Source: an optimization exercise on an open RTL-to-GDS flow (aim: small area, a short achievable clock period and few clock cycles). Production flows keep margins and buffers that such runs may drop. The RTL was checked by simulation tests, not by an equivalence proof against the original design. Power is estimated from default activity; no workload was simulated.

==> design/flow/design.v <==
module debounce_vertical_counter (
    input  wire        clk,
    input  wire        rst,           
    input  wire        bus_req,
    input  wire        bus_we,
    input  wire [9:0]  bus_addr,
    input  wire [1:0]  bus_size,      
    input  wire [31:0] bus_wdata,
    output wire        bus_ack,
    output wire        bus_err,
    output wire [31:0] bus_rdata,
    input  wire [31:0] sample_in,
    output wire        evt_valid
);
    localparam W           = 32;
    localparam MAX_BUTTONS = 32;
    localparam [3:0] R_OK              = 4'd0;
    localparam [3:0] R_ILLEGAL         = 4'd1;
    localparam [3:0] R_PIN_RANGE       = 4'd2;
    localparam [3:0] R_TABLE_FULL      = 4'd3;
    localparam [3:0] R_BAD_ENTRY       = 4'd4;
    localparam [3:0] R_NOT_DISPATCHING = 4'd5;
    localparam [3:0] R_HANDLER_RAISED  = 4'd6;
    localparam [3:0] R_FAULTED         = 4'd7;
    localparam [3:0] F_REENTRANT_TICK       = 4'd1;
    localparam [3:0] F_REGISTER_IN_DISPATCH = 4'd2;
    localparam [31:0] ID_VALUE     = 32'h42544E31;
    localparam [31:0] CONFIG_VALUE = {7'd0, 1'b0, 8'd8, 8'd32, 8'd32};
    reg [W-1:0] raw_q, c0_q, c1_q, last_q, delta_q, rising_q, falling_q;
    reg [5:0]   count_q;
    reg [4:0]   t_pin     [0:MAX_BUTTONS-1];    
    reg         t_hr_p    [0:MAX_BUTTONS-1];    
    reg [7:0]   t_hr_t    [0:MAX_BUTTONS-1];    
    reg         t_hf_p    [0:MAX_BUTTONS-1];
    reg [7:0]   t_hf_t    [0:MAX_BUTTONS-1];
    reg         t_ar_p    [0:MAX_BUTTONS-1];    
    reg [7:0]   t_ar_t    [0:MAX_BUTTONS-1];
    reg         t_af_p    [0:MAX_BUTTONS-1];
    reg [7:0]   t_af_t    [0:MAX_BUTTONS-1];
    reg         t_lastp   [0:MAX_BUTTONS-1];    
    reg         dispatching_q;
    reg [4:0]   cur_e_q;
    reg         cur_ph_q;
    reg         ev_loaded_q;
    reg [16:0]  ev_tok_q;                       
    reg [3:0]   result_q;
    reg         fault_q;
    reg [3:0]   fault_code_q;
    assign evt_valid = dispatching_q;
    wire req_bad   = (bus_size != 2'd2) || (bus_addr[1:0] != 2'b00);
    wire do_cmd    = bus_req && !req_bad && bus_we && (bus_addr == 10'h004);
    assign bus_ack = bus_req;
    assign bus_err = req_bad;
    wire [31:0] v  = bus_wdata;
    wire [3:0]  op = v[31:28];
    wire dec_tick  = (op == 4'h1) && (v[27:0] == 28'd0);
    wire dec_reg   = (op == 4'h2) && (v[27:8] == 20'd0);
    wire dec_set   = ((op == 4'h3) || (op == 4'h4)) && (v[27:24] == 4'd0) && (v[14:9] == 6'd0);
    wire dec_ack   = (op == 4'h5) && (v[27:1] == 27'd0);
    wire dec_reset = (v == 32'hF0000000);
    wire [7:0] f_pin     = v[7:0];
    wire [7:0] f_entry   = v[23:16];
    wire       f_edge    = v[15];
    wire       f_raised  = v[0];
    wire cmd_live  = do_cmd && !dec_reset && !fault_q;
    wire tick_ok   = cmd_live && dec_tick && !dispatching_q;
    wire reg_ok    = cmd_live && dec_reg && !dispatching_q &&
                     (f_pin[7:5] == 3'd0) && (count_q != MAX_BUTTONS);
    wire set_ok    = cmd_live && dec_set && ({2'd0, count_q} > f_entry);
    wire ack_ok    = cmd_live && dec_ack && dispatching_q && !f_raised;
    wire ack_abort = cmd_live && dec_ack && dispatching_q && f_raised;
    wire [W-1:0] d_new   = sample_in ^ raw_q;
    wire [W-1:0] c1_new  = (c1_q ^ c0_q) & d_new;
    wire [W-1:0] c0_new  = (~c0_q) & d_new;
    wire [W-1:0] raw_new = raw_q ^ (c0_new & c1_new);
    wire [W-1:0] ri_new  = raw_new & ~last_q;
    wire [W-1:0] fa_new  = ~raw_new & last_q;
    wire [W-1:0] lane_src = dec_tick ? raw_new : (dec_reg ? sample_in : raw_q);
    wire [4:0] cur_pos_hi = cur_e_q;
    reg  [63:0] m;
    reg  [MAX_BUTTONS-1:0] lane_bit;
    integer k;
    always @(*) begin
        for (k = 0; k < MAX_BUTTONS; k = k + 1) begin
            lane_bit[k] = lane_src[t_pin[k]];
            m[2*k]   = (k < count_q) && t_hr_p[k] && lane_bit[k] && !t_lastp[k] &&
                       (dec_tick || ({k[4:0], 1'b0} > {cur_e_q, cur_ph_q}));
            m[2*k+1] = (k < count_q) && t_hf_p[k] && !lane_bit[k] && t_lastp[k] &&
                       (dec_tick || ({k[4:0], 1'b1} > {cur_e_q, cur_ph_q}));
        end
    end
    wire any_match = |m;
    reg [5:0] first_pos;
    integer j;
    always @(*) begin
        first_pos = 6'd0;
        for (j = 63; j >= 0; j = j - 1)
            if (m[j]) first_pos = j[5:0];
    end
    wire lane_new_reg = sample_in[f_pin[4:0]];
    wire       in_win  = (bus_addr[9:8] != 2'b00);
    wire [4:0] rd_i    = in_win ? {bus_addr[9], bus_addr[7:4]} : cur_e_q;
    wire [4:0] e_pin = t_pin[rd_i];
    wire       e_hrp = t_hr_p[rd_i];
    wire [7:0] e_hrt = t_hr_t[rd_i];
    wire       e_hfp = t_hf_p[rd_i];
    wire [7:0] e_hft = t_hf_t[rd_i];
    wire       e_arp = t_ar_p[rd_i];
    wire [7:0] e_art = t_ar_t[rd_i];
    wire       e_afp = t_af_p[rd_i];
    wire [7:0] e_aft = t_af_t[rd_i];
    wire [16:0] ev_live = cur_ph_q ? {e_afp, e_aft & {8{e_afp}}, e_hft}
                                   : {e_arp, e_art & {8{e_arp}}, e_hrt};
    wire [16:0] ev_tok  = ev_loaded_q ? ev_tok_q : ev_live;
    wire [31:0] ev_word = dispatching_q ?
                          {1'b1, cur_e_q, cur_ph_q, ev_tok, 3'd0, e_pin} : 32'd0;
    reg [31:0] rd_value;
    wire rd_valid = ({1'b0, rd_i} < count_q);
    always @(*) begin
        rd_value = 32'd0;
        if (bus_addr[9:8] == 2'b00) begin
            case (bus_addr[7:0])
                8'h00: rd_value = ID_VALUE;
                8'h08: rd_value = {8'd0, 2'd0, count_q, 4'd0, fault_code_q,
                                   2'd0, fault_q, dispatching_q, result_q};
                8'h0C: rd_value = raw_q;
                8'h10: rd_value = c0_q;
                8'h14: rd_value = c1_q;
                8'h18: rd_value = last_q;
                8'h1C: rd_value = delta_q;
                8'h20: rd_value = rising_q;
                8'h24: rd_value = falling_q;
                8'h28: rd_value = ev_word;
                8'h2C: rd_value = CONFIG_VALUE;
                default: rd_value = 32'd0;
            endcase
        end else if (bus_addr[9:8] != 2'b11 && rd_valid) begin
            case (bus_addr[3:2])
                2'd0: rd_value = {1'b1, 23'd0, 3'd0, e_pin};
                2'd1: rd_value = {7'd0, e_arp, e_art & {8{e_arp}}, 7'd0,
                                  e_hrp, e_hrt & {8{e_hrp}}};
                2'd2: rd_value = {7'd0, e_afp, e_aft & {8{e_afp}}, 7'd0,
                                  e_hfp, e_hft & {8{e_hfp}}};
                default: rd_value = 32'd0;
            endcase
        end
    end
    assign bus_rdata = rd_value;
    wire do_reset = rst || (do_cmd && dec_reset);
    wire finish   = (tick_ok || ack_ok) && !any_match;
    wire present  = (tick_ok || ack_ok) && any_match;
    always @(posedge clk) begin
        if (do_reset) begin
            raw_q         <= 32'd0;
            c0_q          <= 32'd0;
            c1_q          <= 32'd0;
            last_q        <= 32'd0;
            delta_q       <= 32'd0;
            rising_q      <= 32'd0;
            falling_q     <= 32'd0;
            count_q       <= 6'd0;
            dispatching_q <= 1'b0;
            cur_e_q       <= 5'd0;
            cur_ph_q      <= 1'b0;
            result_q      <= R_OK;
            fault_q       <= 1'b0;
            fault_code_q  <= 4'd0;
        end else if (do_cmd) begin
            if (fault_q) begin
                result_q <= R_FAULTED;
            end else if (dec_tick) begin
                if (dispatching_q) begin
                    fault_q      <= 1'b1;
                    fault_code_q <= F_REENTRANT_TICK;
                    result_q     <= R_FAULTED;
                end else begin
                    raw_q     <= raw_new;
                    c0_q      <= c0_new;
                    c1_q      <= c1_new;
                    delta_q   <= d_new;
                    rising_q  <= ri_new;
                    falling_q <= fa_new;
                    result_q  <= R_OK;
                end
            end else if (dec_reg) begin
                if (dispatching_q) begin
                    fault_q      <= 1'b1;
                    fault_code_q <= F_REGISTER_IN_DISPATCH;
                    result_q     <= R_FAULTED;
                end else if (f_pin >= W) begin
                    result_q <= R_PIN_RANGE;
                end else if (count_q == MAX_BUTTONS) begin
                    result_q <= R_TABLE_FULL;
                end else begin
                    count_q  <= count_q + 6'd1;
                    raw_q    <= sample_in;
                    last_q   <= sample_in;
                    result_q <= R_OK;
                end
            end else if (dec_set) begin
                if ({2'd0, count_q} <= f_entry)
                    result_q <= R_BAD_ENTRY;
                else
                    result_q <= R_OK;
            end else if (dec_ack) begin
                if (!dispatching_q)
                    result_q <= R_NOT_DISPATCHING;
                else if (f_raised) begin
                    dispatching_q <= 1'b0;
                    result_q      <= R_HANDLER_RAISED;
                end else
                    result_q <= R_OK;
            end else begin
                result_q <= R_ILLEGAL;
            end
            if (present) begin
                dispatching_q <= 1'b1;
                cur_e_q       <= first_pos[5:1];
                cur_ph_q      <= first_pos[0];
            end
            if (finish) begin
                dispatching_q <= 1'b0;
                last_q        <= tick_ok ? raw_new : raw_q;
            end
        end
    end
    always @(posedge clk) begin
        if (do_cmd && present)
            ev_loaded_q <= 1'b0;
        else if (bus_req && !in_win && dispatching_q && !ev_loaded_q) begin
            ev_loaded_q <= 1'b1;
            ev_tok_q    <= ev_live;
        end
    end
    integer i;
    always @(posedge clk) begin
        for (i = 0; i < MAX_BUTTONS; i = i + 1) begin
            if (!do_reset && reg_ok && count_q[4:0] == i) begin
                t_pin[i]  <= f_pin[4:0];
                t_hr_p[i] <= 1'b0;
                t_hf_p[i] <= 1'b0;
                t_ar_p[i] <= 1'b0;
                t_af_p[i] <= 1'b0;
            end
            if (!do_reset && set_ok && f_entry[4:0] == i) begin
                if (op == 4'h3) begin
                    if (f_edge) begin
                        t_hf_p[i] <= v[8];
                        t_hf_t[i] <= v[7:0];
                    end else begin
                        t_hr_p[i] <= v[8];
                        t_hr_t[i] <= v[7:0];
                    end
                end else begin
                    if (f_edge) begin
                        t_af_p[i] <= v[8];
                        t_af_t[i] <= v[7:0];
                    end else begin
                        t_ar_p[i] <= v[8];
                        t_ar_t[i] <= v[7:0];
                    end
                end
            end
            if (!do_reset && (finish || reg_ok))
                t_lastp[i] <= (reg_ok && count_q[4:0] == i) ? lane_new_reg : lane_bit[i];
        end
    end
endmodule
==> design/flow/run.sh <==
#!/bin/bash
# synth_recipe.tcl (not shown) runs the flow's synth.tcl, then flattens the netlist and writes it again
# the make line also repeats each setting of config.mk as NAME=value (left out here)
make -C /OpenROAD-flow-scripts/flow DESIGN_CONFIG=/design/flow/config.mk WORK_HOME=/design/flow/orfs CLKGATE_MAP_FILE= SYNTH_SCRIPT=/design/flow/synth_recipe.tcl finish
==> design/flow/config.mk <==
export PLATFORM = sky130hd
export DESIGN_NAME = debounce_vertical_counter
export DESIGN_NICKNAME = debounce_vertical_counter
export VERILOG_FILES = /design/flow/design.v
export SDC_FILE = /design/flow/constraint.sdc
export NUM_CORES = 4
export LEC_CHECK = 0
export CAP_MARGIN = 20
export CORE_MARGIN = 2
export CORE_UTILIZATION = 40
export SLEW_MARGIN = 20
==> design/flow/constraint.sdc <==
create_clock -name core_clock -period 10.0 [get_ports {clk}]
set_input_delay 2.0000 -clock core_clock [delete_from_list [all_inputs] [get_ports {clk}]]
set_output_delay 2.0000 -clock core_clock [all_outputs]
set_load 0.01 [all_outputs]
==> flow_summary_export.csv, run 1 <==
group,metric,value,unit
status,status,"complete, no violations",
clock_tree,clk_pin_slew,0.06,ns
finish,final_nets,7314,
clock_tree,ctsHtreeMaxLevel,4,
yosys,syn-num-nets,7022,
setup_path,path_class,"in2out",
setup_path,critPathTopFamily,"buffers and inverters",
timing,maxSlewHeadroom,0.1191,
timing,hold_viol,0,
yosys,yosys-top-cells-area,"edfxtp_1, dfxtp_1, a22oi_1",
timing,drv_slew,0,
yosys,yosysWarningCount,11,
setup_path,crit_start,"bus_addr[9]",
global_route,grt_max_degree,257,
worst_hold_path,hp-start,"falling_q[23]",
global_route,grt_usage,0.3964,
pwr,p_per_area,157.1,nW/um2
floorplanning,die_h,446.1,um
setup_path,rr_worst_depth,13,
finish,area_growth,17.08,%
global_route,grt_pass1_vias,63740,
timing,fin_setup_tns,0,ns
drt,wl_per_cell,40.81,um
clock_tree,cts.sinks,1605,
floorplanning,fp.dieW,446.1,um
yosys,syn_avg_cell_area,11.29,um2
floorplanning,start_util,0.4018,
clock_tree,clk_latency,0.89,ns
setup_path,crit_path_start_kind,"primary input",
setup_path,path_cells,"clkdlybuf4s50_1, nor2_1, buf_4, mux2i_2, buf_4, inv_1, nand3_1, nor2_4, buf_12, a222oi_1, nand3_1, nor4_1, buf_4, a21oi_1, buf_4, nand3_1, o21ai_0, mux2_2, a21oi_1, o22ai_1, clkdlybuf4s50_1",
clock_tree,numCtsBuffers,172,
floorplanning,io_pins,115,
yosys,synth_top_area_share,0.4736,
yosys,async_reset_ff_frac,0,
setup_path,worstReg2RegEnd,"cur_e_q[0]",
timing,fin_crit_sh,0.9881,
setup_path,reg2reg_slack,3.42,ns
drt,viasPerCell,7.123,
clock_tree,cts_setup_buffers,0,
finish,drive_gt1_frac,0.1661,
yosys,synth_edf_count,1233,
worst_hold_path,hold_class,"reg2reg",
timing,skew,0.08655,ns
timing,setup_viol,0,
floorplanning,dieArea,199000,um2
global_route,grt.overflow.total,0,
timing,rsz0062_at_grt,"no",
yosys,synth-seq-cells,1605,
floorplanning,core_area,194600,um2
clock_tree,root_buffer,"clkbuf_16",
setup_path,cp.arrival,7.88,ns
drt,drtAntennaViolNets,0,
setup_path,setup.worst_path.end_class,"primary output",
setup_path,required,8.00,ns
global_route,grt_first_pass_wirelength,544.5,mm
setup_path,cp_slowest_cell,"nor4_1",
clock_tree,holdBufCountCts,0,
yosys,synth.distinct_cells,91,
finish,fin_util,0.4704,
drt,vias,70790,
setup_path,critPathBufInv,8,
yosys,ys_seq_area_frac,0.5688,
clock_tree,tritoncts,"done",
yosys,yosysMostFrequentCell,"edfxtp_1",
yosys,synth_area,78180,um2
yosys,yosysTopAreaCell,"edfxtp_1",
yosys,ys.flop_type,"edfxtp_1",
clock_tree,cts-resized-gates,0,
worst_hold_path,holdPathEnd,"falling_q[23]",
job,cap_violations,0,
drt,drt_pass1_iterations,10,
drt,drtIter0Drc,13940,
floorplanning,std_cell_rows,162,
timing,fin_crit,9.881,ns
yosys,synth_common_cells,"edfxtp_1, nor2_1, nand2_1",
pwr,irDropWorstVdd,0.0001851,V
placement,gp_congestion,1.119,
pwr,leakage,29.56,nW
clock_tree,ctsLongestPathBuffers,3,
placement,portBuffers,114,
setup_path,path_depth,21,
placement,dpl.hpwl,283.5,mm
drt,drc,0,
timing,worstMarginPinSlew,1.317,ns
finish,fill_cells,17500,
setup_path,rr_startpoint,"raw_q[3]",
yosys,syn_inst,6926,
drt,drt_wl_total,405.6,mm
global_route,grt_antenna_before_repair,35,
setup_path,cp_common_cell,"buf_4",
timing,max_freq,101.2,MHz
setup_path,cp_max_fo,26,
setup_path,slowest_delay,0.85,ns
worst_hold_path,holdPathStages,2,
-- flip-flops by register name, summed over array words and instances (netlist names), 5 cells and up --
| signal | count |
|---|---|
| t_ar_t | 256 |
| cur_e_q | 5 |
| t_pin | 160 |
| c1_q | 32 |
| count_q | 6 |
| delta_q | 32 |
| falling_q | 32 |
| t_hr_t | 256 |
| last_q | 32 |
| t_hf_p | 32 |
| t_hf_t | 256 |
| t_af_p | 32 |
| rising_q | 32 |
| t_ar_p | 32 |
| ev_tok_q | 17 |
| raw_q | 32 |
| c0_q | 32 |
| t_af_t | 256 |
| t_lastp | 32 |
| t_hr_p | 32 |
-- power by group --
group	switching [W]	internal, W
combinational	0.000493	0.000179
sequential	0.00000000256	0.00716
clock	0.00293	0.00362
total	0.00342	0.0110
-- worst register-to-register path: stages, from the launching register on --
cell	delay (ns)
dfxtp_1	0.70
mux2i_1	0.57
and4_1	0.44
a31oi_2	1.00
mux4_2	0.47
a21oi_1	0.08
o311ai_1	0.83
mux2i_1	0.34
and4_1	0.38
and4_1	0.30
a21oi_1	0.44
buf_4	0.35
a21boi_0	0.40
a21oi_1	0.13
-- routing by layer --
| metal | wire, um | vias to the layer above | GRT usage |
|---|---|---|---|
| li1 | - | 27950 | - |
| met5 | 90 | - | 0.0002442 |
| met1 | 148500 | 35170 | 0.5190 |
| met3 | 60610 | 1385 | 0.1463 |
| met2 | 162600 | 6264 | 0.5419 |
| met4 | 33750 | 16 | 0.2704 |
-- area by class of cell --
cell class	instances	area, um2	area share
antenna	31	77.57	0.0008475
multi-input combinational	4628	31720	0.3465
tap	2542	3181	0.03475
sequential	1605	44470	0.4858
timing repair buffer	663	5804	0.06341
clock inverter	94	1026	0.01121
clock buffer	227	4703	0.05138
inverter	148	555.5	0.006069
-- per-stage QoR --
step | setup WS, ns | power, W | hold slack (ns) | cell area (um2) | std cells
after floorplan | 1.652 | 0.007516 | 0.4313 | 78180 | 6926
after global placement | 0.4054 | 0.007946 | 0.4393 | 85650 | 9585
after detailed placement | 0.3520 | 0.007949 | 0.4433 | 85670 | 9585
after CTS | 0.3182 | 0.01437 | 0.4513 | 91400 | 9906
after global routing | 0.08487 | 0.01464 | 0.4611 | 91460 | 9908
final | 0.1195 | 0.01438 | 0.4507 | 91540 | 9938
-- placed cells by master (no fill, tap or decap), drive strengths merged, types with 67 or more instances in the layout --
master,netlist,final
a211oi,104,104
a21oi,372,372
a221oi,118,118
a222oi,67,67
a22o,109,109
a22oi,459,459
a311oi,81,81
a31oi,87,87
buf,79,558
clkbuf,466,227
clkdlybuf4s50,0,105
clkinv,10,78
dfxtp,372,372
edfxtp,1233,1233
inv,138,146
mux2i,208,208
mux4,146,146
nand2,585,585
nand3,225,225
nand4,103,103
nor2,659,659
nor3,152,152
o21ai,271,271
-- logic make-up after synthesis --
family,synth area share
adder cells (fa/ha/maj),0.002561
AND/OR/NAND/NOR,0.1310
multiplexers,0.07344
buffers and inverters,0.03430
flip-flops,0.5688
AO/OA/AOI/OAI,0.1858
XOR/XNOR,0.004033
-- worst max-delay path by stage --
| stage | end | slack, ns |
|---|---|---|
| 2_1_floorplan | t_lastp[0] | 1.65 |
| 3_3_place_gp | bus_rdata[20] | 0.41 |
| 3_5_place_dp | bus_rdata[19] | 0.35 |
| 4_1_cts | bus_rdata[20] | 0.32 |
| 5_1_grt | bus_rdata[19] | 0.08 |
| 6_report | bus_rdata[19] | 0.12 |
Testbench counts, summed over its fixed seeds: cycles 9,279.
==> run 2: changes to the inputs <==
--- a/design/flow/design.v
+++ b/design/flow/design.v
@@ -75,7 +75,9 @@
     wire [W-1:0] raw_new = raw_q ^ (c0_new & c1_new);
     wire [W-1:0] ri_new  = raw_new & ~last_q;
     wire [W-1:0] fa_new  = ~raw_new & last_q;
-    wire [W-1:0] lane_src = dec_tick ? raw_new : (dec_reg ? sample_in : raw_q);
+    wire         op_reg   = v[29];
+    wire         op_ack   = v[30];
+    wire [W-1:0] lane_src = op_reg ? sample_in : (op_ack ? raw_q : raw_new);
     wire [4:0] cur_pos_hi = cur_e_q;
     reg  [63:0] m;
     reg  [MAX_BUTTONS-1:0] lane_bit;
@@ -84,9 +86,9 @@
         for (k = 0; k < MAX_BUTTONS; k = k + 1) begin
             lane_bit[k] = lane_src[t_pin[k]];
             m[2*k]   = (k < count_q) && t_hr_p[k] && lane_bit[k] && !t_lastp[k] &&
-                       (dec_tick || ({k[4:0], 1'b0} > {cur_e_q, cur_ph_q}));
+                       (!op_ack || ({k[4:0], 1'b0} > {cur_e_q, cur_ph_q}));
             m[2*k+1] = (k < count_q) && t_hf_p[k] && !lane_bit[k] && t_lastp[k] &&
-                       (dec_tick || ({k[4:0], 1'b1} > {cur_e_q, cur_ph_q}));
+                       (!op_ack || ({k[4:0], 1'b1} > {cur_e_q, cur_ph_q}));
         end
     end
     wire any_match = |m;
@@ -227,10 +229,10 @@
     always @(posedge clk) begin
         if (do_cmd && present)
             ev_loaded_q <= 1'b0;
-        else if (bus_req && !in_win && dispatching_q && !ev_loaded_q) begin
+        else if (bus_req && !in_win && dispatching_q)
             ev_loaded_q <= 1'b1;
-            ev_tok_q    <= ev_live;
-        end
+        if (bus_req && !in_win && dispatching_q && !ev_loaded_q)
+            ev_tok_q <= ev_live;
     end
     integer i;
     always @(posedge clk) begin
@@ -261,8 +263,9 @@
                     end
                 end
             end
-            if (!do_reset && (finish || reg_ok))
-                t_lastp[i] <= (reg_ok && count_q[4:0] == i) ? lane_new_reg : lane_bit[i];
+            if (!do_reset && (tick_ok || ack_ok || reg_ok))
+                t_lastp[i] <= (reg_ok && count_q[4:0] == i) ? lane_new_reg :
+                              (reg_ok || !any_match) ? lane_bit[i] : t_lastp[i];
         end
     end
 endmodule
--- a/design/flow/config.mk
+++ b/design/flow/config.mk
@@ -5,7 +5,9 @@
 export SDC_FILE = /design/flow/constraint.sdc
 export NUM_CORES = 4
 export LEC_CHECK = 0
+export ABC_AREA = 1
 export CAP_MARGIN = 20
 export CORE_MARGIN = 2
 export CORE_UTILIZATION = 40
+export SETUP_SLACK_MARGIN = 3.5
 export SLEW_MARGIN = 20
==> flow_summary_export.csv, run 2 <==
group,metric,value,unit
yosys,synth-xor-area-share,0.003571,
drt,wl_per_cell,32.91,um
global_route,grt_max_degree,92,
finish,fin_area,95070,um2
clock_tree,numCtsBuffers,172,
yosys,syn_inst,8600,
yosys,ys.flop_type,"edfxtp_1",
setup_path,crit_start,"bus_addr[9]",
drt,drtIter0Drc,12760,
setup_path,rr_startpoint,"count_q[1]",
placement,place_ws,0.4299,ns
yosys,async_reset_ff_frac,0,
global_route,grt_pass1_vias,66330,
floorplanning,fp.dieW,447.0,um
setup_path,critPathBufInv,10,
global_route,grt_use_met3,0.1020,
floorplanning,dieArea,199800,um2
yosys,ys_seq_area_frac,0.5667,
setup_path,cp_slowest_cell,"nand4_1",
clock_tree,ctsHtreeMaxLevel,4,
yosys,synth-seq-cells,1605,
setup_path,crit_path_start_kind,"primary input",
yosys,yosysMostFrequentCell,"nand2_1",
finish,fin_util,0.4876,
drt,drt_wl_total,386.4,mm
timing,fin_ws,1.946,ns
yosys,synth_compound_area_frac,0.1799,
drt,drt_pass1_iterations,9,
clock_tree,tritoncts,"done",
pwr,p_per_area,158.3,nW/um2
global_route,grt_util_met2,0.5414,
finish,mostFrequentLayoutCell,"nand2_1",
timing,worstMarginPinSlew,1.290,ns
pwr,leakage,34.14,nW
yosys,synth_common_cells,"nand2_1, edfxtp_1, o21ai_0",
finish,final_nets,9058,
timing,fin_crit,8.054,ns
timing,skew,0.05258,ns
finish,fill_cells,17960,
finish,mostFrequentLayoutCells,"nand2_1, edfxtp_1, o21ai_0, inv_1, nand3_1",
yosys,synth_top_family_by_area,"simple AND/OR/NAND/NOR gates",
setup_path,path_cells,"buf_8, buf_4, a21oi_4, buf_8, nor2_2, inv_2, nor2_4, buf_12, buf_6, buf_16, nand2_2, o2111ai_4, nor4_4, nand4_1, nand2_2, clkinv_4, buf_4, nand2_2, o21ai_2, nor2_1, o2111ai_1, a22o_1, buf_2",
yosys,syn_avg_cell_area,9.126,um2
yosys,muxShareOfSynthArea,0.002041,
drt,drc,0,
setup_path,setup.worst_path.end_class,"primary output",
global_route,use_met1,0.4784,
yosys,yosysWarningCount,11,
setup_path,cp_common_cell,"nand2_2",
drt,drtAntennaViolNets,0,
timing,drv_slew,0,
timing,setup_viol,0,
floorplanning,std_cell_rows,162,
floorplanning,die_h,447.0,um
yosys,syn-num-nets,8696,
clock_tree,cts.sinks,1605,
timing,fin_setup_tns,0,ns
floorplanning,core_area,195000,um2
drt,viasPerCell,6.356,
global_route,grt_antenna_before_repair,27,
yosys,yosysTopAreaCell,"edfxtp_1",
setup_path,critPathTopFamily,"simple AND/OR/NAND/NOR gates",
setup_path,cp_max_fo,8,
timing,max_freq,124.2,MHz
placement,portBuffers,114,
clock_tree,clk_pin_slew,0.06,ns
yosys,synth-adder-area-share,0.002551,
setup_path,required,8.00,ns
worst_hold_path,hp-start,"delta_q[0]",
pwr,finalPower,0.01505,W
yosys,synth_area,78480,um2
clock_tree,ctsLongestPathBuffers,3,
global_route,grt_usage,0.3721,
timing,hold_viol,0,
timing,rsz0062_at_grt,"yes",
worst_hold_path,hold_class,"reg2reg",
placement,placed_area,83850,um2
placement,gp_congestion,1.098,
global_route,grt.overflow.total,0,
finish,area_growth,21.14,%
yosys,yosys.area_share.simple,0.1815,
global_route,grt_first_pass_wirelength,522.0,mm
setup_path,slowest_delay,0.57,ns
timing,fin_crit_sh,0.8054,
floorplanning,start_util,0.4025,
status,status,"complete, no violations",
yosys,synth_edf_count,1233,
job,cap_violations,0,
clock_tree,clk_latency,0.87,ns
yosys,synth.distinct_cells,72,
clock_tree,root_buffer,"clkbuf_16",
setup_path,cp.arrival,6.05,ns
yosys,yosys-top-cells-area,"edfxtp_1, dfxtp_1, nand2_1",
global_route,gr-max-usage-layer,"met2",
yosys,synth_top_area_share,0.4718,
pwr,irDropWorstVdd,0.0001510,V
setup_path,path_class,"in2out",
finish,drive_gt1_frac,0.1596,
timing,maxSlewHeadroom,0.1393,
floorplanning,io_pins,115,
placement,dpl.hpwl,253.8,mm
drt,vias,74620,
## run 2: changes by cell type in the layout (fill, tap and decap cells not counted), sizes merged, moves of 192 or more
cell | previous run | this run
nand2 | 585 | 1652
o21ai | 271 | 923
inv | 146 | 695
a22oi | 459 | 1
nand3 | 225 | 653
a21oi | 372 | 608
mux2i | 208 | 16
## run 2: power by group
group	switching (W)	internal [W]
registers	0.000000000621	0.00717
logic	0.00107	0.000428
clock network	0.00289	0.00350
## run 2: routing by layer
| layer | vias up | routed length, um |
|---|---|---|
| li1 | 31500 | - |
| met1 | 35820 | 140900 |
| met2 | 5895 | 163000 |
| met3 | 1391 | 49550 |
| met4 | 16 | 32730 |
| met5 | - | 153 |
## run 2: kinds of logic after synthesis
logic type	Yosys count
compound gates	2326
xor+xnor	32
fa+ha+maj	16
buf+inv	1242
flops	1605
mux	16
simple gates	3363
## run 2: repair_timing
action / CTS / global route
endpoints found under the hold margin: 0 / 0
resized for setup: 601 / 307
pin swaps: 155 / 124
hold buffers: 0 / 0
gates cloned: 11 / 8
buffers inserted: 161 / 81
endpoints found under the setup margin: 140 / 189
## run 2: final timing paths
path	cells past startpoint	end	slack (ns)
max	23	bus_rdata[18]	1.95
max reg2reg	19	last_q[24]	4.27
min	2	delta_q[0]	0.46
min reg2reg	2	delta_q[0]	0.46
## run 2: metrics by stage
stage / hold slack, ns / instances
after global routing: 0.4765 / 11730
after CTS: 0.4585 / 11630
after detailed placement: 0.4468 / 11150
final: 0.4589 / 11740
after global placement: 0.4443 / 11140
after floorplan: 0.4318 / 8600
## run 2: layout make-up
class,instances,area [um2],share of cell area
diodes,20,50.05,0.0005264
clock buffers,228,4624,0.04864
clock inverters,81,900.9,0.009476
inverters,731,3008,0.03164
multi-input cells,5755,31910,0.3357
flip-flops and latches,1605,44470,0.4678
well taps,2624,3283,0.03453
repair buffers,697,6818,0.07171
## run 2: worst register-to-register path, cell delays in order, from the launching register on
cell	delay, ns
dfxtp_1	0.58
inv_1	0.51
ha_1	0.40
inv_1	0.33
nor2_1	0.47
inv_1	0.17
a21oi_1	0.76
nor3_1	0.11
nand3_1	0.13
nand2_1	0.10
nor2_1	0.17
nand2_1	0.33
nor4_4	0.48
nand2_4	0.13
inv_4	0.17
nor2_4	0.07
buf_4	0.17
buf_4	0.20
a211oi_1	0.26
a211oi_2	0.05
Testbench counts of run 2, summed over its fixed seeds: cycles 9,279.

re-timing with driven ports:
No port has a modelled driver above. Below, the same layouts with a new extraction and two added sets of constraints. Step 1, drivers: a clkbuf_16 drives clk and a buf_2 each remaining input, both assumed. Step 2, shift: input delay + t, output delay - t, t = (earliest + latest rising clock arrival at the registers) / 2. This alone moves slack from input paths to output paths. Three values: ideal, step 1, step 2; two values: the first two.
| run | shift t [ns] | slack for setup (ns) | worst setup path at the end | worst register clock-pin slew, ns |
|---|---|---|---|---|
| run 1 | 0.942 | 0.119 / 0.097 / 0.097 | input to output | 0.07 / 0.07 |
| run 2 | 0.932 | 1.946 / 1.883 / 1.883 | input to output | 0.07 / 0.07 |
After both steps setup and hold are still met in every run listed. The setup slack of run 2, which loses most, moves by -0.063 ns with the drivers and by -0.063 ns with both steps.
